This is an optimization exercise on Yosys and OpenROAD, whose aim is small area, a short achievable clock period and few clock cycles, not a production implementation.
Only simulation tests tie the RTL to the original design; equivalence was not proved.
Power figures rest on the tool's default switching activity, not on a simulated workload.

[flow/design.v]
module grf_sbox #(
    parameter [1:0] T = 2'd0
) (
    input  wire [5:0] x,
    output reg  [7:0] v
);
  always @* begin
    case ({T, x})
      8'h00: v = 8'hEF;
      8'h01: v = 8'h03;
      8'h02: v = 8'h41;
      8'h03: v = 8'hFD;
      8'h04: v = 8'hD8;
      8'h05: v = 8'h74;
      8'h06: v = 8'h1E;
      8'h07: v = 8'h47;
      8'h08: v = 8'h26;
      8'h09: v = 8'hEF;
      8'h0A: v = 8'hFB;
      8'h0B: v = 8'h22;
      8'h0C: v = 8'hB3;
      8'h0D: v = 8'hD8;
      8'h0E: v = 8'h84;
      8'h0F: v = 8'h1E;
      8'h10: v = 8'h39;
      8'h11: v = 8'hAC;
      8'h12: v = 8'hA7;
      8'h13: v = 8'h60;
      8'h14: v = 8'h62;
      8'h15: v = 8'hC1;
      8'h16: v = 8'hCD;
      8'h17: v = 8'hBA;
      8'h18: v = 8'h5C;
      8'h19: v = 8'h96;
      8'h1A: v = 8'h90;
      8'h1B: v = 8'h59;
      8'h1C: v = 8'h05;
      8'h1D: v = 8'h3B;
      8'h1E: v = 8'h7A;
      8'h1F: v = 8'h85;
      8'h20: v = 8'h40;
      8'h21: v = 8'hFD;
      8'h22: v = 8'h1E;
      8'h23: v = 8'hC8;
      8'h24: v = 8'hE7;
      8'h25: v = 8'h8A;
      8'h26: v = 8'h8B;
      8'h27: v = 8'h21;
      8'h28: v = 8'hDA;
      8'h29: v = 8'h43;
      8'h2A: v = 8'h64;
      8'h2B: v = 8'h9F;
      8'h2C: v = 8'h2D;
      8'h2D: v = 8'h14;
      8'h2E: v = 8'hB1;
      8'h2F: v = 8'h72;
      8'h30: v = 8'hF5;
      8'h31: v = 8'h5B;
      8'h32: v = 8'hC8;
      8'h33: v = 8'hB6;
      8'h34: v = 8'h9C;
      8'h35: v = 8'h37;
      8'h36: v = 8'h76;
      8'h37: v = 8'hEC;
      8'h38: v = 8'h39;
      8'h39: v = 8'hA0;
      8'h3A: v = 8'hA3;
      8'h3B: v = 8'h05;
      8'h3C: v = 8'h52;
      8'h3D: v = 8'h6E;
      8'h3E: v = 8'h0F;
      8'h3F: v = 8'hD9;
      8'h40: v = 8'hA7;
      8'h41: v = 8'hDD;
      8'h42: v = 8'h0D;
      8'h43: v = 8'h78;
      8'h44: v = 8'h9E;
      8'h45: v = 8'h0B;
      8'h46: v = 8'hE3;
      8'h47: v = 8'h95;
      8'h48: v = 8'h60;
      8'h49: v = 8'h36;
      8'h4A: v = 8'h36;
      8'h4B: v = 8'h4F;
      8'h4C: v = 8'hF9;
      8'h4D: v = 8'h60;
      8'h4E: v = 8'h5A;
      8'h4F: v = 8'hA3;
      8'h50: v = 8'h11;
      8'h51: v = 8'h24;
      8'h52: v = 8'hD2;
      8'h53: v = 8'h87;
      8'h54: v = 8'hC8;
      8'h55: v = 8'h52;
      8'h56: v = 8'h75;
      8'h57: v = 8'hEC;
      8'h58: v = 8'hBB;
      8'h59: v = 8'hC1;
      8'h5A: v = 8'h4C;
      8'h5B: v = 8'hBA;
      8'h5C: v = 8'h24;
      8'h5D: v = 8'hFE;
      8'h5E: v = 8'h8F;
      8'h5F: v = 8'h19;
      8'h60: v = 8'hDA;
      8'h61: v = 8'h13;
      8'h62: v = 8'h66;
      8'h63: v = 8'hAF;
      8'h64: v = 8'h49;
      8'h65: v = 8'hD0;
      8'h66: v = 8'h90;
      8'h67: v = 8'h06;
      8'h68: v = 8'h8C;
      8'h69: v = 8'h6A;
      8'h6A: v = 8'hFB;
      8'h6B: v = 8'h91;
      8'h6C: v = 8'h37;
      8'h6D: v = 8'h8D;
      8'h6E: v = 8'h0D;
      8'h6F: v = 8'h78;
      8'h70: v = 8'hBF;
      8'h71: v = 8'h49;
      8'h72: v = 8'h11;
      8'h73: v = 8'hF4;
      8'h74: v = 8'h23;
      8'h75: v = 8'hE5;
      8'h76: v = 8'hCE;
      8'h77: v = 8'h3B;
      8'h78: v = 8'h55;
      8'h79: v = 8'hBC;
      8'h7A: v = 8'hA2;
      8'h7B: v = 8'h57;
      8'h7C: v = 8'hE8;
      8'h7D: v = 8'h22;
      8'h7E: v = 8'h74;
      8'h7F: v = 8'hCE;
      8'h80: v = 8'h2C;
      8'h81: v = 8'hEA;
      8'h82: v = 8'hC1;
      8'h83: v = 8'hBF;
      8'h84: v = 8'h4A;
      8'h85: v = 8'h24;
      8'h86: v = 8'h1F;
      8'h87: v = 8'hC2;
      8'h88: v = 8'h79;
      8'h89: v = 8'h47;
      8'h8A: v = 8'hA2;
      8'h8B: v = 8'h7C;
      8'h8C: v = 8'hB6;
      8'h8D: v = 8'hD9;
      8'h8E: v = 8'h68;
      8'h8F: v = 8'h15;
      8'h90: v = 8'h80;
      8'h91: v = 8'h56;
      8'h92: v = 8'h5D;
      8'h93: v = 8'h01;
      8'h94: v = 8'h33;
      8'h95: v = 8'hFD;
      8'h96: v = 8'hF4;
      8'h97: v = 8'hAE;
      8'h98: v = 8'hDE;
      8'h99: v = 8'h30;
      8'h9A: v = 8'h07;
      8'h9B: v = 8'h9B;
      8'h9C: v = 8'hE5;
      8'h9D: v = 8'h83;
      8'h9E: v = 8'h9B;
      8'h9F: v = 8'h68;
      8'hA0: v = 8'h49;
      8'hA1: v = 8'hB4;
      8'hA2: v = 8'h2E;
      8'hA3: v = 8'h83;
      8'hA4: v = 8'h1F;
      8'hA5: v = 8'hC2;
      8'hA6: v = 8'hB5;
      8'hA7: v = 8'h7C;
      8'hA8: v = 8'hA2;
      8'hA9: v = 8'h19;
      8'hAA: v = 8'hD8;
      8'hAB: v = 8'hE5;
      8'hAC: v = 8'h7C;
      8'hAD: v = 8'h2F;
      8'hAE: v = 8'h83;
      8'hAF: v = 8'hDA;
      8'hB0: v = 8'hF7;
      8'hB1: v = 8'h6B;
      8'hB2: v = 8'h90;
      8'hB3: v = 8'hFE;
      8'hB4: v = 8'hC4;
      8'hB5: v = 8'h01;
      8'hB6: v = 8'h5A;
      8'hB7: v = 8'h97;
      8'hB8: v = 8'h61;
      8'hB9: v = 8'hA6;
      8'hBA: v = 8'h3D;
      8'hBB: v = 8'h40;
      8'hBC: v = 8'h0B;
      8'hBD: v = 8'h58;
      8'hBE: v = 8'hE6;
      8'hBF: v = 8'h3D;
      8'hC0: v = 8'h4D;
      8'hC1: v = 8'hD1;
      8'hC2: v = 8'hB2;
      8'hC3: v = 8'h0F;
      8'hC4: v = 8'h28;
      8'hC5: v = 8'hBD;
      8'hC6: v = 8'hE4;
      8'hC7: v = 8'h78;
      8'hC8: v = 8'hF6;
      8'hC9: v = 8'h4A;
      8'hCA: v = 8'h0F;
      8'hCB: v = 8'h93;
      8'hCC: v = 8'h8B;
      8'hCD: v = 8'h17;
      8'hCE: v = 8'hD1;
      8'hCF: v = 8'hA4;
      8'hD0: v = 8'h3A;
      8'hD1: v = 8'hEC;
      8'hD2: v = 8'hC9;
      8'hD3: v = 8'h35;
      8'hD4: v = 8'h93;
      8'hD5: v = 8'h56;
      8'hD6: v = 8'h7E;
      8'hD7: v = 8'hCB;
      8'hD8: v = 8'h55;
      8'hD9: v = 8'h20;
      8'hDA: v = 8'hA0;
      8'hDB: v = 8'hFE;
      8'hDC: v = 8'h6C;
      8'hDD: v = 8'h89;
      8'hDE: v = 8'h17;
      8'hDF: v = 8'h62;
      8'hE0: v = 8'h17;
      8'hE1: v = 8'h62;
      8'hE2: v = 8'h4B;
      8'hE3: v = 8'hB1;
      8'hE4: v = 8'hB4;
      8'hE5: v = 8'hDE;
      8'hE6: v = 8'hD1;
      8'hE7: v = 8'h87;
      8'hE8: v = 8'hC9;
      8'hE9: v = 8'h14;
      8'hEA: v = 8'h3C;
      8'hEB: v = 8'h4A;
      8'hEC: v = 8'h7E;
      8'hED: v = 8'hA8;
      8'hEE: v = 8'hE2;
      8'hEF: v = 8'h7D;
      8'hF0: v = 8'hA0;
      8'hF1: v = 8'h9F;
      8'hF2: v = 8'hF6;
      8'hF3: v = 8'h5C;
      8'hF4: v = 8'h6A;
      8'hF5: v = 8'h09;
      8'hF6: v = 8'h8D;
      8'hF7: v = 8'hF0;
      8'hF8: v = 8'h0F;
      8'hF9: v = 8'hE3;
      8'hFA: v = 8'h53;
      8'hFB: v = 8'h25;
      8'hFC: v = 8'h95;
      8'hFD: v = 8'h36;
      8'hFE: v = 8'h28;
      8'hFF: v = 8'hCB;
      default: v = 8'h00;
    endcase
  end
endmodule
module grf_desdec (
    input  wire [63:0] din,
    output wire [63:0] dout
);
  localparam [64*8-1:0] IP = {
      8'd58, 8'd50, 8'd42, 8'd34, 8'd26, 8'd18, 8'd10, 8'd2,
      8'd60, 8'd52, 8'd44, 8'd36, 8'd28, 8'd20, 8'd12, 8'd4,
      8'd62, 8'd54, 8'd46, 8'd38, 8'd30, 8'd22, 8'd14, 8'd6,
      8'd64, 8'd56, 8'd48, 8'd40, 8'd32, 8'd24, 8'd16, 8'd8,
      8'd57, 8'd49, 8'd41, 8'd33, 8'd25, 8'd17, 8'd9,  8'd1,
      8'd59, 8'd51, 8'd43, 8'd35, 8'd27, 8'd19, 8'd11, 8'd3,
      8'd61, 8'd53, 8'd45, 8'd37, 8'd29, 8'd21, 8'd13, 8'd5,
      8'd63, 8'd55, 8'd47, 8'd39, 8'd31, 8'd23, 8'd15, 8'd7};
  localparam [64*8-1:0] FP = {
      8'd40, 8'd8,  8'd48, 8'd16, 8'd56, 8'd24, 8'd64, 8'd32,
      8'd39, 8'd7,  8'd47, 8'd15, 8'd55, 8'd23, 8'd63, 8'd31,
      8'd38, 8'd6,  8'd46, 8'd14, 8'd54, 8'd22, 8'd62, 8'd30,
      8'd37, 8'd5,  8'd45, 8'd13, 8'd53, 8'd21, 8'd61, 8'd29,
      8'd36, 8'd4,  8'd44, 8'd12, 8'd52, 8'd20, 8'd60, 8'd28,
      8'd35, 8'd3,  8'd43, 8'd11, 8'd51, 8'd19, 8'd59, 8'd27,
      8'd34, 8'd2,  8'd42, 8'd10, 8'd50, 8'd18, 8'd58, 8'd26,
      8'd33, 8'd1,  8'd41, 8'd9,  8'd49, 8'd17, 8'd57, 8'd25};
  localparam [32*8-1:0] TP = {
      8'd16, 8'd7,  8'd20, 8'd21, 8'd29, 8'd12, 8'd28, 8'd17,
      8'd1,  8'd15, 8'd23, 8'd26, 8'd5,  8'd18, 8'd31, 8'd10,
      8'd2,  8'd8,  8'd24, 8'd14, 8'd32, 8'd27, 8'd3,  8'd9,
      8'd19, 8'd13, 8'd30, 8'd6,  8'd22, 8'd11, 8'd4,  8'd25};
  wire [63:0] t;       
  wire [63:0] lr;      
  wire [31:0] s;       
  wire [31:0] f;       
  genvar i;
  generate
    for (i = 0; i < 64; i = i + 1) begin : g_ip
      localparam integer SRC = IP[8*(63-i) +: 8] - 1;
      assign t[8*(i/8) + 7 - i%8] = din[8*(SRC/8) + 7 - SRC%8];
    end
  endgenerate
  wire [7:0] r0 = t[39:32];
  wire [7:0] r1 = t[47:40];
  wire [7:0] r2 = t[55:48];
  wire [7:0] r3 = t[63:56];
  wire [5:0] e0 = {r3[0],   r0[7:3]};
  wire [5:0] e1 = {r0[4:0], r1[7]};
  wire [5:0] e2 = {r0[0],   r1[7:3]};
  wire [5:0] e3 = {r1[4:0], r2[7]};
  wire [5:0] e4 = {r1[0],   r2[7:3]};
  wire [5:0] e5 = {r2[4:0], r3[7]};
  wire [5:0] e6 = {r2[0],   r3[7:3]};
  wire [5:0] e7 = {r3[4:0], r0[7]};
  wire [7:0] sb0h, sb0l, sb1h, sb1l, sb2h, sb2l, sb3h, sb3l;
  grf_sbox #(.T(2'd0)) u_sb0h (.x(e0), .v(sb0h));
  grf_sbox #(.T(2'd0)) u_sb0l (.x(e1), .v(sb0l));
  grf_sbox #(.T(2'd1)) u_sb1h (.x(e2), .v(sb1h));
  grf_sbox #(.T(2'd1)) u_sb1l (.x(e3), .v(sb1l));
  grf_sbox #(.T(2'd2)) u_sb2h (.x(e4), .v(sb2h));
  grf_sbox #(.T(2'd2)) u_sb2l (.x(e5), .v(sb2l));
  grf_sbox #(.T(2'd3)) u_sb3h (.x(e6), .v(sb3h));
  grf_sbox #(.T(2'd3)) u_sb3l (.x(e7), .v(sb3l));
  assign s = {sb3h[7:4], sb3l[3:0], sb2h[7:4], sb2l[3:0],
              sb1h[7:4], sb1l[3:0], sb0h[7:4], sb0l[3:0]};
  generate
    for (i = 0; i < 32; i = i + 1) begin : g_pbox
      localparam integer SRC = TP[8*(31-i) +: 8] - 1;
      assign f[8*(i/8) + 7 - i%8] = s[8*(SRC/8) + 7 - SRC%8];
    end
  endgenerate
  assign lr = {t[63:32], t[31:0] ^ f};
  generate
    for (i = 0; i < 64; i = i + 1) begin : g_fp
      localparam integer SRC = FP[8*(63-i) +: 8] - 1;
      assign dout[8*(i/8) + 7 - i%8] = lr[8*(SRC/8) + 7 - SRC%8];
    end
  endgenerate
endmodule
module grf_shuf (
    input  wire [63:0] x,
    output wire [63:0] y
);
  wire [7:0] b7 = x[63:56];
  reg  [7:0] sw;
  always @* begin
    case (b7)
      8'h00: sw = 8'h2B;
      8'h2B: sw = 8'h00;
      8'h6C: sw = 8'h80;
      8'h80: sw = 8'h6C;
      8'h01: sw = 8'h68;
      8'h68: sw = 8'h01;
      8'h48: sw = 8'h77;
      8'h77: sw = 8'h48;
      8'h60: sw = 8'hFF;
      8'hFF: sw = 8'h60;
      8'hB9: sw = 8'hC0;
      8'hC0: sw = 8'hB9;
      8'hFE: sw = 8'hEB;
      8'hEB: sw = 8'hFE;
      default: sw = b7;
    endcase
  end
  assign y = {sw,           
              x[47:40],     
              x[23:16],     
              x[15:8],      
              x[7:0],       
              x[55:48],     
              x[39:32],     
              x[31:24]};    
endmodule
module grf_cycleof (
    input  wire [30:0] cs,
    output reg  [4:0]  cycle
);
  always @* begin
    if (cs >= 31'd1000000000)     cycle = 5'd25;
    else if (cs >= 31'd100000000) cycle = 5'd24;
    else if (cs >= 31'd10000000)  cycle = 5'd23;
    else if (cs >= 31'd1000000)   cycle = 5'd22;
    else if (cs >= 31'd100000)    cycle = 5'd15;
    else if (cs >= 31'd10000)     cycle = 5'd14;
    else if (cs >= 31'd1000)      cycle = 5'd5;
    else if (cs >= 31'd100)       cycle = 5'd4;
    else                          cycle = 5'd1;
  end
endmodule
module grfdec_cipher (
    input  wire        clk,
    input  wire        rst,
    input  wire        cmd_valid,
    output wire        cmd_ready,
    input  wire [31:0] cmd_word,
    input  wire [31:0] src,
    input  wire [31:0] len,
    input  wire [31:0] csize,
    input  wire [7:0]  typ,
    input  wire [63:0] blk_in,
    output wire        done,
    output wire [7:0]  ecode,
    output wire [63:0] blk_out,
    output wire [4:0]  cycle_out,
    output reg         mem_en,
    output reg         mem_we,
    output reg  [8:0]  mem_addr,
    output reg  [63:0] mem_wdata,
    input  wire [63:0] mem_rdata
);
  localparam [32:0] WMEM_SIZE = 33'd4096;
  localparam [7:0] OP_NOP      = 8'h00;
  localparam [7:0] OP_DESBLK   = 8'h01;
  localparam [7:0] OP_SHUFBLK  = 8'h02;
  localparam [7:0] OP_CYCLE    = 8'h03;
  localparam [7:0] OP_DECHDR   = 8'h10;
  localparam [7:0] OP_DECMIX   = 8'h11;
  localparam [7:0] OP_DECIPHER = 8'h12;
  localparam [7:0] E_NONE      = 8'h00;
  localparam [7:0] E_ILLEGAL   = 8'h01;
  localparam [7:0] E_MALFORMED = 8'h02;
  localparam [7:0] E_RANGE     = 8'h03;
  localparam [2:0] S_IDLE  = 3'd0;
  localparam [2:0] S_CHECK = 3'd1;
  localparam [2:0] S_RD    = 3'd2;
  localparam [2:0] S_CAP   = 3'd3;
  localparam [2:0] S_WR    = 3'd4;
  localparam [2:0] S_DONE  = 3'd5;
  localparam [1:0] M_NONE = 2'd0;
  localparam [1:0] M_HDR  = 2'd1;
  localparam [1:0] M_MIX  = 2'd2;
  reg [2:0]  state;
  reg [31:0] cmd_r;
  reg [31:0] src_r;
  reg [31:0] len_r;
  reg [31:0] cs_r;
  reg [7:0]  typ_r;
  reg [63:0] blk_r;
  reg [7:0]  ecode_r;
  reg [4:0]  cycle_r;
  reg [1:0]  mode_r;
  reg [9:0]  blk_i;        
  reg [9:0]  nproc;        
  reg [4:0]  phase;        
  reg        jstart;       
  reg [2:0]  jcnt;         
  reg [63:0] buf_r;
  assign cmd_ready = (state == S_IDLE) || (state == S_DONE);
  assign done      = (state == S_DONE);
  assign ecode     = ecode_r;
  assign blk_out   = blk_r;
  assign cycle_out = cycle_r;
  wire accept = cmd_valid && cmd_ready;
  wire        hi_zero   = (cmd_r[31:8] == 24'd0);
  wire [7:0]  op        = cmd_r[7:0];
  wire        is_nop    = hi_zero && (op == OP_NOP);
  wire        is_desblk = hi_zero && (op == OP_DESBLK);
  wire        is_shuf   = hi_zero && (op == OP_SHUFBLK);
  wire        is_cycle  = hi_zero && (op == OP_CYCLE);
  wire        is_dechdr = hi_zero && (op == OP_DECHDR);
  wire        is_decmix = hi_zero && (op == OP_DECMIX);
  wire        is_decip  = hi_zero && (op == OP_DECIPHER);
  wire        is_buf    = is_dechdr || is_decmix || is_decip;
  wire        legal     = is_nop || is_desblk || is_shuf || is_cycle || is_buf;
  reg [1:0] mode;
  always @* begin
    if (is_dechdr)
      mode = M_HDR;
    else if (is_decmix)
      mode = M_MIX;
    else if (is_decip && typ_r[1])
      mode = M_MIX;
    else if (is_decip && typ_r[2])
      mode = M_HDR;
    else
      mode = M_NONE;
  end
  wire        len_neg   = len_r[31];
  wire        cs_neg    = cs_r[31];
  wire        misalign  = (len_r[2:0] != 3'd0) || (src_r[2:0] != 3'd0);
  wire        buf_malf  = len_neg || ((mode != M_NONE) && misalign) ||
                          ((mode == M_MIX) && cs_neg);
  wire [32:0] end_addr  = {1'b0, src_r} + {1'b0, len_r};
  wire        out_range = (end_addr > WMEM_SIZE);
  wire [4:0]  cyc_val;
  grf_cycleof u_cycleof (.cs(cs_r[30:0]), .cycle(cyc_val));
  wire [9:0]  nblocks   = len_r[12:3];
  wire [9:0]  nproc_val = (mode == M_NONE) ? 10'd0 :
                          (mode == M_HDR && nblocks > 10'd20) ? 10'd20 : nblocks;
  wire        in_cap  = (state == S_CAP);
  wire [63:0] xin     = in_cap ? mem_rdata : blk_r;
  wire [63:0] des_out;
  wire [63:0] shuf_out;
  grf_desdec u_des  (.din(xin), .dout(des_out));
  grf_shuf   u_shuf (.x(xin),   .y(shuf_out));
  wire        act_des  = (mode_r == M_HDR) || (blk_i < 10'd20) || (phase == 5'd0);
  wire        act_shuf = !act_des && jstart && (jcnt == 3'd6);
  wire [9:0]  blk_next = blk_i + 10'd1;
  always @(posedge clk) begin
    if (rst) begin
      state   <= S_IDLE;
      blk_r   <= 64'd0;
      ecode_r <= E_NONE;
      cycle_r <= 5'd0;
    end else begin
      case (state)
        S_IDLE, S_DONE: begin
          if (accept) begin
            cmd_r   <= cmd_word;
            src_r   <= src;
            len_r   <= len;
            cs_r    <= csize;
            typ_r   <= typ;
            ecode_r <= E_NONE;
            if (cmd_word == {24'd0, OP_DESBLK} || cmd_word == {24'd0, OP_SHUFBLK})
              blk_r <= blk_in;
            state   <= S_CHECK;
          end else begin
            state   <= S_IDLE;
          end
        end
        S_CHECK: begin
          blk_i  <= 10'd0;
          phase  <= 5'd0;
          jstart <= 1'b0;
          jcnt   <= 3'd0;
          mode_r <= mode;
          nproc  <= nproc_val;
          state  <= S_DONE;
          if (!legal) begin
            ecode_r <= E_ILLEGAL;
          end else if (is_desblk) begin
            blk_r <= des_out;
          end else if (is_shuf) begin
            blk_r <= shuf_out;
          end else if (is_cycle) begin
            if (cs_neg)
              ecode_r <= E_MALFORMED;
            else
              cycle_r <= cyc_val;
          end else if (is_buf) begin
            if (buf_malf) begin
              ecode_r <= E_MALFORMED;
            end else if (out_range) begin
              ecode_r <= E_RANGE;
            end else begin
              if (mode == M_MIX)
                cycle_r <= cyc_val;
              if (nproc_val != 10'd0)
                state <= S_RD;
            end
          end
        end
        S_RD: begin
          state <= S_CAP;
        end
        S_CAP: begin
          if (act_des)
            buf_r <= des_out;
          else if (act_shuf)
            buf_r <= shuf_out;
          else
            buf_r <= mem_rdata;
          if (!act_des) begin
            jstart <= 1'b1;
            jcnt   <= !jstart ? 3'd0 : (jcnt == 3'd6) ? 3'd0 : jcnt + 3'd1;
          end
          state <= S_WR;
        end
        S_WR: begin
          blk_i <= blk_next;
          phase <= (phase == cycle_r - 5'd1) ? 5'd0 : phase + 5'd1;
          if (blk_next == nproc)
            state <= S_DONE;
          else
            state <= S_RD;
        end
        default: state <= S_IDLE;
      endcase
    end
  end
  always @* begin
    mem_en    = 1'b0;
    mem_we    = 1'b0;
    mem_addr  = src_r[11:3] + blk_i[8:0];
    mem_wdata = buf_r;
    if (state == S_RD) begin
      mem_en = 1'b1;
    end else if (state == S_WR) begin
      mem_en = 1'b1;
      mem_we = 1'b1;
    end
  end
endmodule
[flow/run.sh]
#!/bin/bash
# synth_recipe.tcl (not shown) runs the flow's synth.tcl, then flattens the netlist and writes it again
# the make line also repeats each setting of config.mk as NAME=value (left out here)
make -C /OpenROAD-flow-scripts/flow DESIGN_CONFIG=/design/flow/config.mk WORK_HOME=/design/flow/orfs CLKGATE_MAP_FILE= SYNTH_SCRIPT=/design/flow/synth_recipe.tcl finish
[flow/config.mk]
export PLATFORM = sky130hd
export DESIGN_NAME = grfdec_cipher
export DESIGN_NICKNAME = grfdec_cipher
export VERILOG_FILES = /design/flow/design.v
export SDC_FILE = /design/flow/constraint.sdc
export NUM_CORES = 4
export LEC_CHECK = 0
export CAP_MARGIN = 20
export CORE_MARGIN = 2
export CORE_UTILIZATION = 40
export SLEW_MARGIN = 20
[flow/constraint.sdc]
create_clock -name core_clock -period 5.0 [get_ports {clk}]
set_input_delay 1.0000 -clock core_clock [delete_from_list [all_inputs] [get_ports {clk}]]
set_output_delay 1.0000 -clock core_clock [all_outputs]
set_load 0.01 [all_outputs]
==> reports/qor.txt, run 1 <==
Synth top area share - 30.3%
nets@finish - 3193
Synth Area in Simple Gates - 17.8%
period utilisation layout - 90.3%
DRC - 0
Cell Pwr Density - 335 nW/um^2
Root Driver - clkbuf_16
RSZ-0062 raised after global routing - no
CTS tree - yes
gr ovfl total - 0
post-synthesis adder-cell area fraction - 3.51%
clock-pin slew on the worst setup and hold paths - 0.06 ns
Post-Synthesis Cells - 2563
Setup CP Type - reg -> out
maximum VDD drop - 0.000297 V
type of the worst min-delay path - reg -> reg
final hold violation count - 0
Least-Margin Pin Slew - 1.13 ns
drt first pass iters - 7
largest net degree at the start of global routing - 129
fraction of registers with async set/reset - 0%
hold_sp - ecode_r[1]
vias in the first global route - 20900
Setup Skew - 0.0182 ns
first-pass GRT wire length - 127 mm
initial antenna violation count - 6
post-layout util - 51.2%
worst hold margin - 0.492 ns
register area share after synthesis - 36.9%
number of CTS-inserted buffers - 37
compound-gate portion of the synthesized area - 25.5%
Leakage - 9.84 nW
synth warn - 7
ratio of cells with drive above 1 in the final layout - 7.78%
Placed Area - 26900 um^2
top_reg_cell synth - edfxtp_1
Setup TNS Final - 0 ns
Die W - 239 um
final WL - 84.8 mm
synth top area cells - edfxtp_1 (30%), dfxtp_1 (6.7%), nand2_1 (5.4%), o21ai_0 (4.3%), o211ai_1 (4.1%)
Vias - 22400
mux share of post-synthesis cell area - 7.00%
syn_area_per_cell - 8.64 um^2
Total GRT Usage - 28.6%
Setup-failing EPs final - 0
largest family of logic cells by synthesized area - compound AO/OA/AOI/OAI gates
core footprint - 54900 um^2
startpoint types - register
fin crit period - 4.52 ns
Yosys cell types - 93
Max Cap Viol - 0
Reg2Reg Launch Point - state[2]
Fmax - 221 MHz
clk sinks - 297
RD Place Congestion - 0.942
1st-iter DRT viols - 1944
Ports - 421
crit-path max FO - 8
P&R area growth vs syn - 27.0%
Slew Limit Fails - 0
post-CTS setup buffer count - 0
Die Height - 239 um
Starting Density - 40.3%
remaining antenna violation count - 0
H-tree levels - 2
worst-skew pair later-pin latency - 0.57 ns
deepest clock path buffer count - 3
row count - 86
input/output buffers - 406
Setup crit end kind - output port
Post-synth EDFFs - 223
DR WL/cell - 23.6 um
overall power - 9.42 mW
vias per inst - 6.22
critical path required time - 4.00 ns
CP startpoint - blk_i[0]
die area - 57200 um^2
fillcell total - 5155
flops & latches, synth - 297
worst rel slew slack - 24.1%
XOR/XNOR share of the synthesized area - 4.12%
Finished Cell Area - 28100 um^2
Synth area leader - edfxtp_1
Worst Path Arrival - 3.52 ns
run status - no timing/DRC/antenna violations
cell area after synthesis - 22100 um^2
hpwl dp - 61.6 mm
-- path summary, 6_finish.rpt --
kind                       to  slack (ns)  depth (start not counted)
hold / removal     ecode_r[1]        0.49                          2
setup reg to reg     blk_r[2]        0.49                         15
hold reg to reg    ecode_r[1]        0.49                          2
setup / recovery  mem_addr[8]        0.48                         12
-- power breakdown --
| part | switching [mW] | internal (mW) |
|---|---|---|
| sequential | 0.164 | 2.86 |
| combinational | 2.20 | 1.44 |
| clock | 1.10 | 1.65 |
-- per-stage QoR --
step / setup slack [ns] / cells
after floorplan: 0.0562 / 2568
after global placement: -0.333 / 3531
after detailed placement: -0.467 / 3531
after CTS: 0.250 / 3597
after global routing: 0.171 / 3599
final: 0.483 / 3599
-- synthesized netlist by cell type (49+ instances only) --
master,count
nor4_1,50
xnor2_1,66
a21oi_1,161
nor2_1,206
a311oi_1,49
o211ai_1,121
edfxtp_1,223
nor3_1,89
nand3_1,69
o21ai_0,188
nand2_1,317
clkbuf_1,123
buf_2,56
dfxtp_1,74
ha_1,58
mux2i_1,87
-- state kept, by name, summed over array words and instances (netlist names), 2 cells and up --
register	count
src_r	32
blk_r	64
buf_r	64
phase	5
blk_i	10
typ_r	2
len_r	32
cs_r	30
nproc	10
cycle_r	5
jcnt	3
mode_r	2
cmd_r	32
ecode_r	2
state	3
-- kinds of logic after synthesis --
kind of cell / count (synthesis)
AOI/OAI and AO/OA: 834
xor gates and xnor gates: 104
adders and majority gates: 61
buffers and inverters: 267
DFF: 297
muxes: 140
other: 1
and+or+nand+nor: 859
-- placed cells by master, fill, tap and decap left out, types with 58 or more instances in the layout --
| master | count |
|---|---|
| a21oi_1 | 160 |
| ha_1 | 58 |
| edfxtp_1 | 223 |
| nand2_1 | 316 |
| xnor2_1 | 66 |
| mux2i_1 | 76 |
| nor2_1 | 204 |
| dfxtp_1 | 74 |
| nor3_1 | 87 |
| buf_4 | 65 |
| o211ai_1 | 121 |
| clkdlybuf4s50_1 | 405 |
| o21ai_0 | 188 |
| nand3_1 | 69 |
-- critical path, stage by stage, from the launching register on --
cell	delay [ns]
edfxtp_1	0.54
ha_1	0.24
inv_1	0.06
fa_1	0.39
inv_1	0.07
a21oi_1	0.06
o21ai_0	0.28
a21oi_1	0.11
o21bai_1	0.19
a21o_1	0.15
a21oi_1	0.08
xnor2_1	0.18
clkdlybuf4s50_1	0.60
-- cell type report --
class                   instances  area [um^2]  area share [%]
clock inverters                19          226           0.806
clock buffers                  47          983            3.50
well taps                     704          881            3.13
flip-flops and latches        297         8180            29.1
inverters                      48          180           0.641
diodes                          2         5.00          0.0178
repair buffers                478         4700            16.7
multi-input cells            2004        13000            46.1
-- what timing repair did --
item / CTS / global route
hold buffers: 0 / 0
gates resized for setup: 1 / 1
setup endpoints to repair: 2 / 1
cloned: 0 / 0
-- routing by layer --
metal	routed length [um]	track usage (%)
met2	38400	45.2
met1	36600	39.3
met3	7370	6.42
met5	57	0
met4	2360	8.37
Testbench counts, summed over its fixed seeds: cycles 291,780.
==> run 2: changes to the inputs <==
--- a/flow/design.v
+++ b/flow/design.v
@@ -408,9 +408,8 @@
     output wire [4:0]  cycle_out,
-    output reg         mem_en,
-    output reg         mem_we,
-    output reg  [8:0]  mem_addr,
-    output reg  [63:0] mem_wdata,
+    output wire        mem_en,
+    output wire        mem_we,
+    output wire [8:0]  mem_addr,
+    output wire [63:0] mem_wdata,
     input  wire [63:0] mem_rdata
 );
-  localparam [32:0] WMEM_SIZE = 33'd4096;
   localparam [7:0] OP_NOP      = 8'h00;
@@ -422,75 +421,84 @@
   localparam [7:0] OP_DECIPHER = 8'h12;
-  localparam [7:0] E_NONE      = 8'h00;
-  localparam [7:0] E_ILLEGAL   = 8'h01;
-  localparam [7:0] E_MALFORMED = 8'h02;
-  localparam [7:0] E_RANGE     = 8'h03;
-  localparam [2:0] S_IDLE  = 3'd0;
-  localparam [2:0] S_CHECK = 3'd1;
-  localparam [2:0] S_RD    = 3'd2;
-  localparam [2:0] S_CAP   = 3'd3;
-  localparam [2:0] S_WR    = 3'd4;
-  localparam [2:0] S_DONE  = 3'd5;
-  localparam [1:0] M_NONE = 2'd0;
-  localparam [1:0] M_HDR  = 2'd1;
-  localparam [1:0] M_MIX  = 2'd2;
-  reg [2:0]  state;
-  reg [31:0] cmd_r;
-  reg [31:0] src_r;
-  reg [31:0] len_r;
-  reg [31:0] cs_r;
-  reg [7:0]  typ_r;
+  localparam [1:0] E_NONE      = 2'd0;
+  localparam [1:0] E_ILLEGAL   = 2'd1;
+  localparam [1:0] E_MALFORMED = 2'd2;
+  localparam [1:0] E_RANGE     = 2'd3;
+  reg        busy;         
+  reg [1:0]  ph;           
+  reg        done_r;
   reg [63:0] blk_r;
-  reg [7:0]  ecode_r;
+  reg [1:0]  ecode_r;
   reg [4:0]  cycle_r;
-  reg [1:0]  mode_r;
-  reg [9:0]  blk_i;        
-  reg [9:0]  nproc;        
-  reg [4:0]  phase;        
-  reg        jstart;       
-  reg [2:0]  jcnt;         
-  reg [63:0] buf_r;
-  assign cmd_ready = (state == S_IDLE) || (state == S_DONE);
-  assign done      = (state == S_DONE);
-  assign ecode     = ecode_r;
+  reg [8:0]  a0, a1;       
+  reg        f0, f1;       
+  reg        v0, v1;       
+  reg [9:0]  rem;          
+  reg [4:0]  lead;         
+  reg [4:0]  dd;           
+  reg [3:0]  js;           
+  reg [63:0] wbuf;         
+  assign cmd_ready = !busy;
+  assign done      = done_r;
+  assign ecode     = {6'd0, ecode_r};
   assign blk_out   = blk_r;
   assign cycle_out = cycle_r;
-  wire accept = cmd_valid && cmd_ready;
-  wire        hi_zero   = (cmd_r[31:8] == 24'd0);
-  wire [7:0]  op        = cmd_r[7:0];
-  wire        is_nop    = hi_zero && (op == OP_NOP);
-  wire        is_desblk = hi_zero && (op == OP_DESBLK);
-  wire        is_shuf   = hi_zero && (op == OP_SHUFBLK);
-  wire        is_cycle  = hi_zero && (op == OP_CYCLE);
-  wire        is_dechdr = hi_zero && (op == OP_DECHDR);
-  wire        is_decmix = hi_zero && (op == OP_DECMIX);
-  wire        is_decip  = hi_zero && (op == OP_DECIPHER);
-  wire        is_buf    = is_dechdr || is_decmix || is_decip;
-  wire        legal     = is_nop || is_desblk || is_shuf || is_cycle || is_buf;
-  reg [1:0] mode;
+  wire accept = cmd_valid && !busy;
+  wire       hi_zero   = (cmd_word[31:8] == 24'd0);
+  wire [7:0] op        = cmd_word[7:0];
+  wire       is_nop    = hi_zero && (op == OP_NOP);
+  wire       is_desblk = hi_zero && (op == OP_DESBLK);
+  wire       is_shuf   = hi_zero && (op == OP_SHUFBLK);
+  wire       is_cycle  = hi_zero && (op == OP_CYCLE);
+  wire       is_dechdr = hi_zero && (op == OP_DECHDR);
+  wire       is_decmix = hi_zero && (op == OP_DECMIX);
+  wire       is_decip  = hi_zero && (op == OP_DECIPHER);
+  wire       is_buf    = is_dechdr || is_decmix || is_decip;
+  wire       legal     = is_nop || is_desblk || is_shuf || is_cycle || is_buf;
+  wire       m_mix     = is_decmix || (is_decip && typ[1]);
+  wire       m_hdr     = is_dechdr || (is_decip && !typ[1] && typ[2]);
+  wire       len_neg   = len[31];
+  wire       cs_neg    = csize[31];
+  wire       misalign  = (len[2:0] != 3'd0) || (src[2:0] != 3'd0);
+  wire       buf_malf  = len_neg || ((m_mix || m_hdr) && misalign) || (m_mix && cs_neg);
+  wire [13:0] lo_sum   = {1'b0, src[12:0]} + {1'b0, len[12:0]};
+  wire       out_range = (src[31:13] != 19'd0) || (len[30:13] != 18'd0) || (lo_sum > 14'd4096);
+  wire       ge2 = (csize[30:0] >= 31'd100);
+  wire       ge3 = (csize[30:0] >= 31'd1000);
+  wire       ge4 = (csize[30:0] >= 31'd10000);
+  wire       ge5 = (csize[30:0] >= 31'd100000);
+  wire       ge6 = (csize[30:0] >= 31'd1000000);
+  wire       ge7 = (csize[30:0] >= 31'd10000000);
+  wire       ge8 = (csize[30:0] >= 31'd100000000);
+  wire       ge9 = (csize[30:0] >= 31'd1000000000);
+  reg  [4:0] cyc_val;
+  reg  [4:0] dd0;
   always @* begin
-    if (is_dechdr)
-      mode = M_HDR;
-    else if (is_decmix)
-      mode = M_MIX;
-    else if (is_decip && typ_r[1])
-      mode = M_MIX;
-    else if (is_decip && typ_r[2])
-      mode = M_HDR;
+    if (ge9)      begin cyc_val = 5'd25; dd0 = 5'd6;  end
+    else if (ge8) begin cyc_val = 5'd24; dd0 = 5'd5;  end
+    else if (ge7) begin cyc_val = 5'd23; dd0 = 5'd4;  end
+    else if (ge6) begin cyc_val = 5'd22; dd0 = 5'd3;  end
+    else if (ge5) begin cyc_val = 5'd15; dd0 = 5'd11; end
+    else if (ge4) begin cyc_val = 5'd14; dd0 = 5'd9;  end
+    else if (ge3) begin cyc_val = 5'd5;  dd0 = 5'd1;  end
+    else if (ge2) begin cyc_val = 5'd4;  dd0 = 5'd1;  end
+    else          begin cyc_val = 5'd1;  dd0 = 5'd1;  end
+  end
+  wire [9:0] nblocks  = len[12:3];
+  wire       buf_ok   = is_buf && !buf_malf && !out_range;
+  wire       has_work = buf_ok && (m_mix || m_hdr) && (nblocks != 10'd0);
+  wire       two      = (nblocks[9:1] != 9'd0);    
+  wire [9:0] rem0     = (m_hdr && nblocks > 10'd20) ? 10'd18 : nblocks - 10'd2;
+  reg [1:0] ecode_val;
+  always @* begin
+    if (!legal)
+      ecode_val = E_ILLEGAL;
+    else if ((is_cycle && cs_neg) || (is_buf && buf_malf))
+      ecode_val = E_MALFORMED;
+    else if (is_buf && out_range)
+      ecode_val = E_RANGE;
     else
-      mode = M_NONE;
+      ecode_val = E_NONE;
   end
-  wire        len_neg   = len_r[31];
-  wire        cs_neg    = cs_r[31];
-  wire        misalign  = (len_r[2:0] != 3'd0) || (src_r[2:0] != 3'd0);
-  wire        buf_malf  = len_neg || ((mode != M_NONE) && misalign) ||
-                          ((mode == M_MIX) && cs_neg);
-  wire [32:0] end_addr  = {1'b0, src_r} + {1'b0, len_r};
-  wire        out_range = (end_addr > WMEM_SIZE);
-  wire [4:0]  cyc_val;
-  grf_cycleof u_cycleof (.cs(cs_r[30:0]), .cycle(cyc_val));
-  wire [9:0]  nblocks   = len_r[12:3];
-  wire [9:0]  nproc_val = (mode == M_NONE) ? 10'd0 :
-                          (mode == M_HDR && nblocks > 10'd20) ? 10'd20 : nblocks;
-  wire        in_cap  = (state == S_CAP);
-  wire [63:0] xin     = in_cap ? mem_rdata : blk_r;
+  wire [63:0] xin = busy ? mem_rdata : blk_in;
+  wire        sel_des = busy ? (ph[1] ? f1 : f0) : !cmd_word[1];
   wire [63:0] des_out;
@@ -499,8 +507,23 @@
   grf_shuf   u_shuf (.x(xin),   .y(shuf_out));
-  wire        act_des  = (mode_r == M_HDR) || (blk_i < 10'd20) || (phase == 5'd0);
-  wire        act_shuf = !act_des && jstart && (jcnt == 3'd6);
-  wire [9:0]  blk_next = blk_i + 10'd1;
+  wire [63:0] blk_res = sel_des ? des_out : shuf_out;
+  wire [8:0] gbase = ph[0] ? a0 : a1;
+  reg  [3:0] step;
+  reg        nxt_des;
+  always @* begin
+    if (lead != 5'd0) begin
+      step = 4'd1;         nxt_des = 1'b1;
+    end else if ({1'b0, js} < dd) begin
+      step = js;           nxt_des = 1'b0;
+    end else begin
+      step = dd[3:0];      nxt_des = 1'b1;
+    end
+  end
+  wire       more  = ({6'd0, step} <= rem);
+  wire [8:0] gnext = gbase + {5'd0, step};
   always @(posedge clk) begin
+    wbuf <= blk_res;
     if (rst) begin
-      state   <= S_IDLE;
+      busy    <= 1'b0;
+      ph      <= 2'd0;
+      done_r  <= 1'b0;
       blk_r   <= 64'd0;
@@ -509,47 +532,51 @@
     end else begin
-      case (state)
-        S_IDLE, S_DONE: begin
-          if (accept) begin
-            cmd_r   <= cmd_word;
-            src_r   <= src;
-            len_r   <= len;
-            cs_r    <= csize;
-            typ_r   <= typ;
-            ecode_r <= E_NONE;
-            if (cmd_word == {24'd0, OP_DESBLK} || cmd_word == {24'd0, OP_SHUFBLK})
-              blk_r <= blk_in;
-            state   <= S_CHECK;
+      done_r <= 1'b0;
+      if (accept) begin
+        ecode_r <= ecode_val;
+        if (is_desblk || is_shuf)
+          blk_r <= blk_res;
+        if ((is_cycle && !cs_neg) || (buf_ok && m_mix))
+          cycle_r <= cyc_val;
+        a0      <= src[11:3];
+        a1      <= src[11:3] + 9'd1;
+        f0      <= 1'b1;
+        f1      <= 1'b1;
+        v1      <= two;
+        rem     <= rem0;
+        lead    <= 5'd18;
+        dd      <= dd0;
+        js      <= 4'd8;
+        ph      <= 2'd0;
+        if (has_work)
+          busy <= 1'b1;
+        else
+          done_r <= 1'b1;
+      end else if (busy) begin
+        ph <= ph + 2'd1;
+        if (ph[1]) begin
+          if (lead != 5'd0) begin
+            lead <= lead - 5'd1;
+          end else if (!nxt_des) begin
+            dd <= dd - {1'b0, js};
+            js <= 4'd7;
           end else begin
-            state   <= S_IDLE;
+            js <= js - (dd[3:0] - 4'd1);
+            dd <= cycle_r;
           end
-        end
-        S_CHECK: begin
-          blk_i  <= 10'd0;
-          phase  <= 5'd0;
-          jstart <= 1'b0;
-          jcnt   <= 3'd0;
-          mode_r <= mode;
-          nproc  <= nproc_val;
-          state  <= S_DONE;
-          if (!legal) begin
-            ecode_r <= E_ILLEGAL;
-          end else if (is_desblk) begin
-            blk_r <= des_out;
-          end else if (is_shuf) begin
-            blk_r <= shuf_out;
-          end else if (is_cycle) begin
-            if (cs_neg)
-              ecode_r <= E_MALFORMED;
-            else
-              cycle_r <= cyc_val;
-          end else if (is_buf) begin
-            if (buf_malf) begin
-              ecode_r <= E_MALFORMED;
-            end else if (out_range) begin
-              ecode_r <= E_RANGE;
-            end else begin
-              if (mode == M_MIX)
-                cycle_r <= cyc_val;
-              if (nproc_val != 10'd0)
-                state <= S_RD;
+          rem <= rem - {6'd0, step};
+          if (!ph[0]) begin
+            a0 <= gnext;
+            f0 <= nxt_des;
+            v0 <= v1 && more;
+            if (!v1) begin
+              busy   <= 1'b0;
+              done_r <= 1'b1;
+            end
+          end else begin
+            a1 <= gnext;
+            f1 <= nxt_des;
+            v1 <= v0 && more;
+            if (!v0) begin
+              busy   <= 1'b0;
+              done_r <= 1'b1;
             end
@@ -557,42 +584,9 @@
         end
-        S_RD: begin
-          state <= S_CAP;
-        end
-        S_CAP: begin
-          if (act_des)
-            buf_r <= des_out;
-          else if (act_shuf)
-            buf_r <= shuf_out;
-          else
-            buf_r <= mem_rdata;
-          if (!act_des) begin
-            jstart <= 1'b1;
-            jcnt   <= !jstart ? 3'd0 : (jcnt == 3'd6) ? 3'd0 : jcnt + 3'd1;
-          end
-          state <= S_WR;
-        end
-        S_WR: begin
-          blk_i <= blk_next;
-          phase <= (phase == cycle_r - 5'd1) ? 5'd0 : phase + 5'd1;
-          if (blk_next == nproc)
-            state <= S_DONE;
-          else
-            state <= S_RD;
-        end
-        default: state <= S_IDLE;
-      endcase
-    end
-  end
-  always @* begin
-    mem_en    = 1'b0;
-    mem_we    = 1'b0;
-    mem_addr  = src_r[11:3] + blk_i[8:0];
-    mem_wdata = buf_r;
-    if (state == S_RD) begin
-      mem_en = 1'b1;
-    end else if (state == S_WR) begin
-      mem_en = 1'b1;
-      mem_we = 1'b1;
+      end
     end
   end
+  assign mem_en    = busy && (!ph[0] || v1);
+  assign mem_we    = ph[1];
+  assign mem_addr  = ph[0] ? a1 : a0;
+  assign mem_wdata = wbuf;
 endmodule
==> run 2 against run 1 <==
Net effect:
- fmax rose by 2.1%
- critical path depth fell by 1
- clock power fell by 48%
- worst hold slack got worse by 0.035 ns
- register-to-register slack improved by 0.29 ns
- first-iteration DRC count fell by 7.4%
- highest routed layer is now met4
==> reports/qor.txt, run 2 <==
startpoint types - primary input
flops & latches, synth - 185 (-38%)
fin crit period - 4.42 ns (-0.0928 ns)
top post-synthesis cells by count - nand2_1 (247), nor2_1 (204), a21oi_1 (203)
Die Height - 215 um (-10%)
Reg2Reg Depth - 20 (+5)
synth top area cells - dfxtp_1 (16%), edfxtp_1 (7.7%), a21oi_1 (5.7%), nand2_1 (5.2%), nor2_1 (4.3%)
most common cell in the synthesized netlist - nand2_1
ratio of cells with drive above 1 in the final layout - 8.81% (+1.0 points)
Ports - 421 (unchanged)
nets@finish - 3027 (-5.2%)
post-CTS setup buffer count - 0 (unchanged)
Seq. cell area - 4170 um^2 (-49%)
gr ovfl total - 0 (unchanged)
final hold violation count - 0 (unchanged)
worst-skew pair later-pin latency - 0.46 ns (-0.11 ns)
met3 global-route usage - 6.15% (-0.27 points)
clock-pin slew on the worst setup and hold paths - 0.07 ns (about the same)
fillcell total - 4303 (-17%)
Synth area leader - dfxtp_1
RSZ-0062 raised after global routing - no
Fmax - 226 MHz (+2.1%)
DRC - 0 (unchanged)
initial antenna violation count - 2 (-4)
Slew Limit Fails - 0 (unchanged)
Starting Density - 40.5% (+0.19 points)
Worst Path Arrival - 4.77 ns (+1.25 ns)
Root Driver - clkbuf_16
deepest clock path buffer count - 2 (-1)
period utilisation layout - 88.5% (-1.9 points)
first-pass GRT wire length - 118 mm (-6.8%)
largest registers - blk_r (64), wbuf (64), rem (10)
vias per inst - 6.20 (-0.22%)
busiest layer in global routing - met2
final WL - 77.6 mm (-8.5%)
CTS tree - yes
Setup TNS Final - 0 ns (unchanged)
Yosys cell types - 103 (+11%)
GR Util met1 - 39.7% (+0.49 points)
cell area after synthesis - 17900 um^2 (-19%)
register area share after synthesis - 23.3% (-14 points)
Hold Path Stages - 2 (unchanged)
Total GRT Usage - 32.4% (+3.8 points)
crit-path max FO - 5 (-3)
critical path required time - 5.35 ns (+1.35 ns)
Least-Margin Pin Slew - 1.09 ns (-0.0369 ns)
core footprint - 44100 um^2 (-20%)
Post-synth EDFFs - 46 (-79%)
commonest non-fill, non-tap cell in the layout - clkdlybuf4s50_1
Synth top area share - 15.6% (-15 points)
hold_sp - ecode_r[1]
largest net degree at the start of global routing - 63 (-51%)
top_reg_cell synth - dfxtp_1
CP startpoint - src[3]
type of the worst min-delay path - reg -> reg
input/output buffers - 408 (+0.49%)
drt first pass iters - 8 (+1)
RD Place Congestion - 0.968 (+2.8%)
vias in the first global route - 19700 (-6.0%)
worst rel slew slack - 27.1% (+3.0 points)
Leakage - 8.15 nW (-17%)
run status - no timing/DRC/antenna violations
Final Non-Filler Cells - 3318 (-7.8%)
1st-iter DRT viols - 1801 (-7.4%)
most frequent cells in the layout - clkdlybuf4s50_1 (407), nand2_1 (247), nor2_1 (204), a21oi_1 (203), dfxtp_1 (138)
Reg2Reg Launch Point - js[1]
area occupied by multi-input gates - 12700 um^2 (-2.3%)
number of CTS-inserted buffers - 17 (-54%)
Setup-failing EPs final - 0 (unchanged)
met2 Usage GRT - 55.8% (+11 points)
Cell Pwr Density - 200 nW/um^2 (-40%)
overall power - 4.64 mW (-51%)
die area - 46400 um^2 (-19%)
hpwl dp - 60.8 mm (-1.3%)
DR WL/cell - 23.4 um (-0.72%)
synth warn - 6 (-1)
post-layout util - 52.7% (+1.4 points)
syn_area_per_cell - 7.58 um^2 (-12%)
maximum VDD drop - 0.000253 V (-15%)
worst hold margin - 0.458 ns (-0.0345 ns)
Vias - 20600 (-8.0%)
remaining antenna violation count - 0 (unchanged)
clk sinks - 185 (-38%)
H-tree levels - 4 (+2)
Max Cap Viol - 0 (unchanged)
Setup crit end kind - register
P&R area growth vs syn - 30.0%
row count - 77 (-10%)
CTS resizes - 0 (-1)
Setup CP Type - in -> reg
DP Cell Count - 3283 (-7.0%)
fraction of registers with async set/reset - 0% (unchanged)
Die W - 215 um (-10%)
Post-Synthesis Cells - 2360 (-7.9%)
CTS Hold Buffers Added - 0 (unchanged)
Setup Skew - 0.00932 ns (-0.00884 ns)
==> run 2: metal layers <==
metal | vias up | part of all wire (%)
met5 | - | 0
met4 | 0 | 4.2
met3 | 154 | 7.5
met2 | 1053 | 48
met1 | 9756 | 40
li1 | 9617 | -
==> run 2: cells by family after synthesis <==
group | Yosys count | synth area share [%]
adder cells (fa/ha/maj) | 49 | 3.64
XOR/XNOR | 91 | 4.46
other | 1 | 0.0210
AO/OA/AOI/OAI | 753 | 28.1
buffers and inverters | 234 | 6.10
multiplexers | 123 | 7.71
AND/OR/NAND/NOR | 924 | 26.7
flip-flops | 185 | 23.3
==> run 2: power breakdown <==
part	switching, mW	total [mW]	leakage (nW)	internal (mW)
clock network	0.701	1.43	0.296	0.726
logic	0.892	1.57	6.29	0.680
registers	0.0310	1.64	1.57	1.61
total	1.62	4.64	8.15	3.02
==> run 2: path summary, 6_finish.rpt <==
check,to,slack [ns]
worst max-delay path,cycle_r[4],0.58
worst min-delay path,ecode_r[1],0.46
worst max register to register,a0[6],0.78
worst min register to register,ecode_r[1],0.46
==> run 2: worst max-delay path, cell delays in order <==
cell and delay, ns:
clkdlybuf4s50_1 0.55, ha_1 0.41, and2_1 0.19, a221oi_1 0.39, a21oi_1 0.16, or4_1 0.49
nand4_1 0.14, nor3_1 0.08, a211oi_1 0.79, nor2_1 0.29, o21a_1 0.26
==> run 2: final cells by class <==
| type | instances | area share [%] |
|---|---|---|
| antenna | 2 | 0.0215 |
| clock buffer | 17 | 1.83 |
| clock inverter | 15 | 0.862 |
| inverter | 62 | 1.00 |
| multi-input combinational | 1946 | 54.5 |
| sequential | 185 | 17.9 |
| tap | 592 | 3.19 |
| timing repair buffer | 499 | 20.7 |
==> run 2: through the flow <==
| stage | area (um^2) | worst slack (ns) |
|---|---|---|
| after detailed placement | 22600 | 0.173 |
| final | 23200 | 0.576 |
| after CTS | 23200 | 0.578 |
| after floorplan | 17900 | 1.48 |
| after global placement | 22600 | 0.210 |
| after global routing | 23200 | 0.395 |
Testbench counts of run 2, summed over its fixed seeds: cycles 91,034.
==> run 3: changes to the inputs <==
--- a/flow/design.v
+++ b/flow/design.v
@@ -434,6 +434,8 @@
   reg        v0, v1;       
-  reg [9:0]  rem;          
+  reg [9:0]  lastw;        
   reg [4:0]  lead;         
+  reg        inlead;       
   reg [4:0]  dd;           
   reg [3:0]  js;           
+  reg        sh;           
   reg [63:0] wbuf;         
@@ -489,3 +491,4 @@
   wire       two      = (nblocks[9:1] != 9'd0);    
-  wire [9:0] rem0     = (m_hdr && nblocks > 10'd20) ? 10'd18 : nblocks - 10'd2;
+  wire [9:0] nlimit   = (m_hdr && nblocks > 10'd20) ? 10'd20 : nblocks;
+  wire [9:0] lastw0   = {1'b0, src[11:3]} + nlimit - 10'd1;
   reg [1:0] ecode_val;
@@ -508,16 +511,11 @@
   wire [63:0] blk_res = sel_des ? des_out : shuf_out;
-  wire [8:0] gbase = ph[0] ? a0 : a1;
-  reg  [3:0] step;
-  reg        nxt_des;
-  always @* begin
-    if (lead != 5'd0) begin
-      step = 4'd1;         nxt_des = 1'b1;
-    end else if ({1'b0, js} < dd) begin
-      step = js;           nxt_des = 1'b0;
-    end else begin
-      step = dd[3:0];      nxt_des = 1'b1;
-    end
-  end
-  wire       more  = ({6'd0, step} <= rem);
-  wire [8:0] gnext = gbase + {5'd0, step};
+  wire [8:0] gbase  = ph[0] ? a0 : a1;
+  wire [9:0] g_one  = {1'b0, gbase} + 10'd1;
+  wire [9:0] g_js   = {1'b0, gbase} + {6'd0, js};
+  wire [9:0] g_dd   = {1'b0, gbase} + {6'd0, dd[3:0]};
+  wire [9:0] gnext  = inlead ? g_one : sh ? g_js : g_dd;
+  wire       gdes   = inlead || !sh;
+  wire       more   = (gnext <= lastw);
+  wire [4:0] dd_sh  = dd - {1'b0, js};
+  wire [3:0] js_des = js - dd[3:0] + 4'd1;
   always @(posedge clk) begin
@@ -544,6 +542,8 @@
         v1      <= two;
-        rem     <= rem0;
+        lastw   <= lastw0;
         lead    <= 5'd18;
+        inlead  <= 1'b1;
         dd      <= dd0;
         js      <= 4'd8;
+        sh      <= ge4 && !ge6;       
         ph      <= 2'd0;
@@ -556,15 +556,17 @@
         if (ph[1]) begin
-          if (lead != 5'd0) begin
-            lead <= lead - 5'd1;
-          end else if (!nxt_des) begin
-            dd <= dd - {1'b0, js};
+          if (inlead) begin
+            lead   <= lead - 5'd1;
+            inlead <= (lead != 5'd1);
+          end else if (sh) begin
+            dd <= dd_sh;
             js <= 4'd7;
+            sh <= (dd_sh >= 5'd8);
           end else begin
-            js <= js - (dd[3:0] - 4'd1);
+            js <= js_des;
             dd <= cycle_r;
+            sh <= ({1'b0, js_des} < cycle_r);
           end
-          rem <= rem - {6'd0, step};
           if (!ph[0]) begin
-            a0 <= gnext;
-            f0 <= nxt_des;
+            a0 <= gnext[8:0];
+            f0 <= gdes;
             v0 <= v1 && more;
@@ -575,4 +577,4 @@
           end else begin
-            a1 <= gnext;
-            f1 <= nxt_des;
+            a1 <= gnext[8:0];
+            f1 <= gdes;
             v1 <= v0 && more;
==> run 3 against run 2 <==
Net effect:
- via count shrank 1.7%
- critical endpoint is now lastw[9]
- cell area shrank 0.30%
- largest power group unchanged
- sequential power grew 2%
- clock power is essentially flat
- clock skew is essentially flat
- highest routed layer unchanged
- combinational power grew 6%
- synthesized area grew 0.15%
- fmax shrank 0.27%
- first-iteration DRC count grew 25%
- largest cell class unchanged
- core utilization shrank 0.27 points
- synthesized cell count grew 0.30%
- flip-flop and latch count grew 2
==> reports/qor.txt, run 3 <==
CP endpoint - lastw[9]
critical path required time - 5.20 ns (-0.15 ns)
H-tree levels - 4 (unchanged)
fin crit period - 4.44 ns (+0.0118 ns)
largest family of logic cells by synthesized area - compound AO/OA/AOI/OAI gates
first-pass GRT wire length - 114 mm (-3.4%)
compound-gate portion of the synthesized area - 27.4% (-0.67 points)
top post-synthesis cells by count - nand2_1 (247), nor2_1 (212), a21oi_1 (195)
Setup-failing EPs final - 0 (unchanged)
post-CTS setup buffer count - 0 (unchanged)
sequential power share - 35.3% (about the same)
XOR/XNOR share of the synthesized area - 4.10% (-0.36 points)
Root Driver - clkbuf_16
DRC - 0 (unchanged)
final hold violation count - 0 (unchanged)
Post-synth EDFFs - 48 (+4.3%)
CP peak stage delay - 0.52 ns (-0.27 ns)
die area - 46500 um^2 (+0.14%)
fin worst setup slack - 0.564 ns (-0.0118 ns)
Fmax - 225 MHz (-0.27%)
gr ovfl total - 0 (unchanged)
overall power - 4.75 mW (+2.4%)
Yosys cell types - 100 (-2.9%)
Sw Pwr - 1.67 mW (+2.6%)
Clk pwr share - 29.6% (-1.1 points)
DR WL/cell - 22.7 um (-2.8%)
RD Place Congestion - 0.929 (-4.1%)
vias per inst - 6.12 (-1.4%)
synth top area cells - dfxtp_1 (16%), edfxtp_1 (8.1%), a21oi_1 (5.5%), nand2_1 (5.2%), ha_1 (4.8%)
Synth top area share - 15.5% (-0.023 points)
Pint - 3.09 mW (+2.2%)
delay-heaviest family, CP - simple AND/OR/NAND/NOR gates
RR Endpoint - blk_r[16]
Reg2Reg Launch Point - busy
largest registers - blk_r (64), wbuf (64), lastw (10)
worst rel slew slack - 31.9% (+4.7 points)
ratio of cells with drive above 1 in the final layout - 8.26% (-0.55 points)
Worst Path Arrival - 4.63 ns (-0.14 ns)
initial antenna violation count - 3 (+1)
CTS resizes - 0 (unchanged)
Setup CP Type - in -> reg
clock-pin slew on the worst setup and hold paths - 0.08 ns (about the same)
Vias - 20200 (-1.7%)
DP Cell Count - 3272 (-0.34%)
Max Cap Viol - 0 (unchanged)
hpwl dp - 58.4 mm (-3.9%)
Starting Density - 40.5% (about the same)
RSZ-0062 raised after global routing - no
met3 WL - 6.08 mm (+4.0%)
Synth Area in Simple Gates - 24.3% (-2.3 points)
Total GRT Usage - 31.2% (-1.2 points)
Least-Margin Pin Slew - 1.02 ns (-0.0747 ns)
1st-iter DRT viols - 2255 (+25%)
Slew Limit Fails - 0 (unchanged)
Reg2Reg Depth - 12 (-40%)
P&R area growth vs syn - 29.4%
cell area after synthesis - 17900 um^2 (+0.15%)
Setup TNS Final - 0 ns (unchanged)
type of the worst min-delay path - reg -> reg
run status - no timing/DRC/antenna violations
nets@finish - 3040 (+0.43%)
synth warn - 6 (unchanged)
Die Height - 216 um (about the same)
most frequent cells in the layout - clkdlybuf4s50_1 (407), nand2_1 (246), nor2_1 (212), a21oi_1 (195), dfxtp_1 (138)
Synth area leader - dfxtp_1
Buf+Inv Stages, Crit Path - 2 (+1)
Sw Share - 35.1% (+0.091 points)
vias in the first global route - 19300 (-2.1%)
mux share of post-synthesis cell area - 8.36% (+0.66 points)
final WL - 75.2 mm (-3.2%)
crit-path max FO - 4 (-1)
period utilisation layout - 88.7% (+0.24 points)
Leakage - 8.37 nW (+2.7%)
commonest non-fill, non-tap cell in the layout - clkdlybuf4s50_1
Ports - 421 (unchanged)
maximum VDD drop - 0.000194 V (-23%)
Slowest cell on crit path - or4_1
CP startpoint - len[11]
Setup Skew - 0.00973 ns (+0.000411 ns)
DR WL met2 - 35.4 mm (-4.6%)
CTS tree - yes
CP cell instances - clkdlybuf4s50_1, or4_1, nor2_1, a221oi_1, nand3_1, nand2_1, ha_1, inv_1, ha_1, fa_1, a21oi_1, nor2_1, nor2_1, o21bai_1, a21oi_1, o21bai_1, a21oi_1, xnor2_1
startpoint types - primary input
critical path depth - 18 (+7)
largest net degree at the start of global routing - 66 (+4.8%)
core footprint - 44200 um^2 (+0.22%)
deepest clock path buffer count - 2 (unchanged)
Setup crit end kind - register
DRT met1 WL - 31.9 mm (+1.8%)
row count - 77 (unchanged)
Combinational Power Share - 35.0% (+1.1 points)
top_reg_cell synth - dfxtp_1
reg2reg setup slack - 0.96 ns (+0.18 ns)
syn_area_per_cell - 7.56 um^2 (-0.15%)
Post-Synthesis Cells - 2367 (+0.30%)
worst hold margin - 0.457 ns (-0.000214 ns)
flops & latches, synth - 187 (+1.1%)
CTS Hold Buffers Added - 0 (unchanged)
remaining antenna violation count - 0 (unchanged)
Cell Pwr Density - 205 nW/um^2 (+2.7%)
Final Non-Filler Cells - 3305 (-0.39%)
most common cell in the synthesized netlist - nand2_1
drt first pass iters - 6 (-2)
number of CTS-inserted buffers - 17 (unchanged)
worst-skew pair later-pin latency - 0.45 ns (about the same)
register area share after synthesis - 23.6% (+0.30 points)
Max Used Layer - met4
input/output buffers - 408 (unchanged)
post-synthesis adder-cell area fraction - 5.38% (+1.7 points)
fraction of registers with async set/reset - 0% (unchanged)
clk sinks - 187 (+1.1%)
Die W - 216 um (about the same)
Place WS - 0.119 ns (-0.0544 ns)
run 3: cell count changes after synthesis, moves of 10 or more:
cell	change
o2111ai_1	+10
o21ai_0	+12
a32oi_1	+11
o22ai_1	-26
a21o_1	+11
or3_1	-16
a211o_1	-14
ha_1	+25
inv_1	+31
nand3_1	+16
run 3: stage by stage:
| step | util [%] | instance area, um^2 |
|---|---|---|
| 2_1_floorplan | - | 17900 |
| 3_3_place_gp | 51.0 | 22600 |
| 3_5_place_dp | 51.0 | 22600 |
| 4_1_cts | 52.4 | 23200 |
| 5_1_grt | 52.4 | 23200 |
| 6_report | 52.4 | 23200 |
run 3: power by group through the flow:
stage	combinational (mW)	clock (mW)	sequential [mW]
final	1.67	1.41	1.68
after detailed placement	1.63	0	1.71
after global placement	1.62	0	1.71
after global routing	1.79	1.48	1.69
after CTS	1.64	1.42	1.68
after floorplan	0.869	0	1.73
run 3: worst min-delay path by stage:
| stage | slack (ns) | cells past startpoint | end | startpoint |
|---|---|---|---|---|
| CTS | 0.46 | 2 | blk_r[40] | blk_r[40] |
| global route | 0.47 | 2 | blk_r[26] | blk_r[26] |
| finish | 0.46 | 2 | blk_r[31] | blk_r[31] |
| floorplan | 0.47 | 2 | blk_r[26] | blk_r[26] |
| global placement | 0.44 | 2 | blk_r[26] | blk_r[26] |
| detailed placement | 0.45 | 2 | blk_r[7] | blk_r[7] |
run 3: worst register-to-register path, stage by stage (launching register included):
cell       delay (ns)
dfxtp_4          0.78
mux2i_1          0.50
inv_1            0.22
ha_1             0.27
inv_1            0.21
o21ai_0          0.12
o2111ai_1        0.19
o2111ai_1        0.20
or4_1            0.54
a31oi_1          0.37
mux2i_1          0.27
nand3_1          0.15
a21oi_1          0.15
run 3: cells by family (layout without fill, tap and decap cells):
family          Yosys count  after routing
compound gates          737            737
mux                     133            133
simple gates            881            881
fa+ha+maj                74             74
other cells               1              8
flops                   187            187
buf+inv                 271            610
xor+xnor                 83             83
run 3: final cells by class:
class	count	area, um^2
Antenna cell	2	5.00
Clock buffer	19	464
Clock inverter	12	140
Fill cell	4258	21100
Inverter	92	345
Multi-Input combinational cell	1914	12500
Sequential cell	187	4230
Tap cell	592	741
Timing Repair Buffer	487	4700
run 3: per-layer routing:
metal / global-route usage (%) / vias to the layer above
met5: 0 / -
met4: 7.95 / 0
met3: 5.71 / 89
met2: 52.4 / 983
met1: 41.2 / 9669
li1: - / 9481
Testbench counts of run 3, summed over its fixed seeds: cycles 91,034.

[port drivers added, routing unchanged]
No port has a modelled driver above. Below, the same layouts with a new extraction and two added sets of constraints. Step 1 sets driving cells, clkbuf_16 on the clock port and buf_2 on the other inputs (assumed; they add their load-dependent delay and slew). Step 2 times the ports against the registers' clock, not the clock port: input delays grow and output delays shrink by t, the midpoint of the rising clock arrivals with the driver on. a / b / c = ideal ports / drivers / drivers and shift; a / b = the first two.
| run | t, ns | slack for setup (ns) | worst setup path at the end | clock arrival spread, ns | worst data-port slew with drivers (ns) |
|---|---|---|---|---|---|
| run 1 | 0.621 | 0.483 / 0.421 / 0.106 | input to register | 0.019 / 0.018 | 0.13 |
| run 2 | 0.506 | 0.576 / 0.602 / 0.096 | input to register | 0.016 / 0.015 | 0.09 |
| run 3 | 0.497 | 0.564 / 0.582 / 0.084 | input to register | 0.012 / 0.011 | 0.16 |
After both steps every run listed still meets setup and hold.
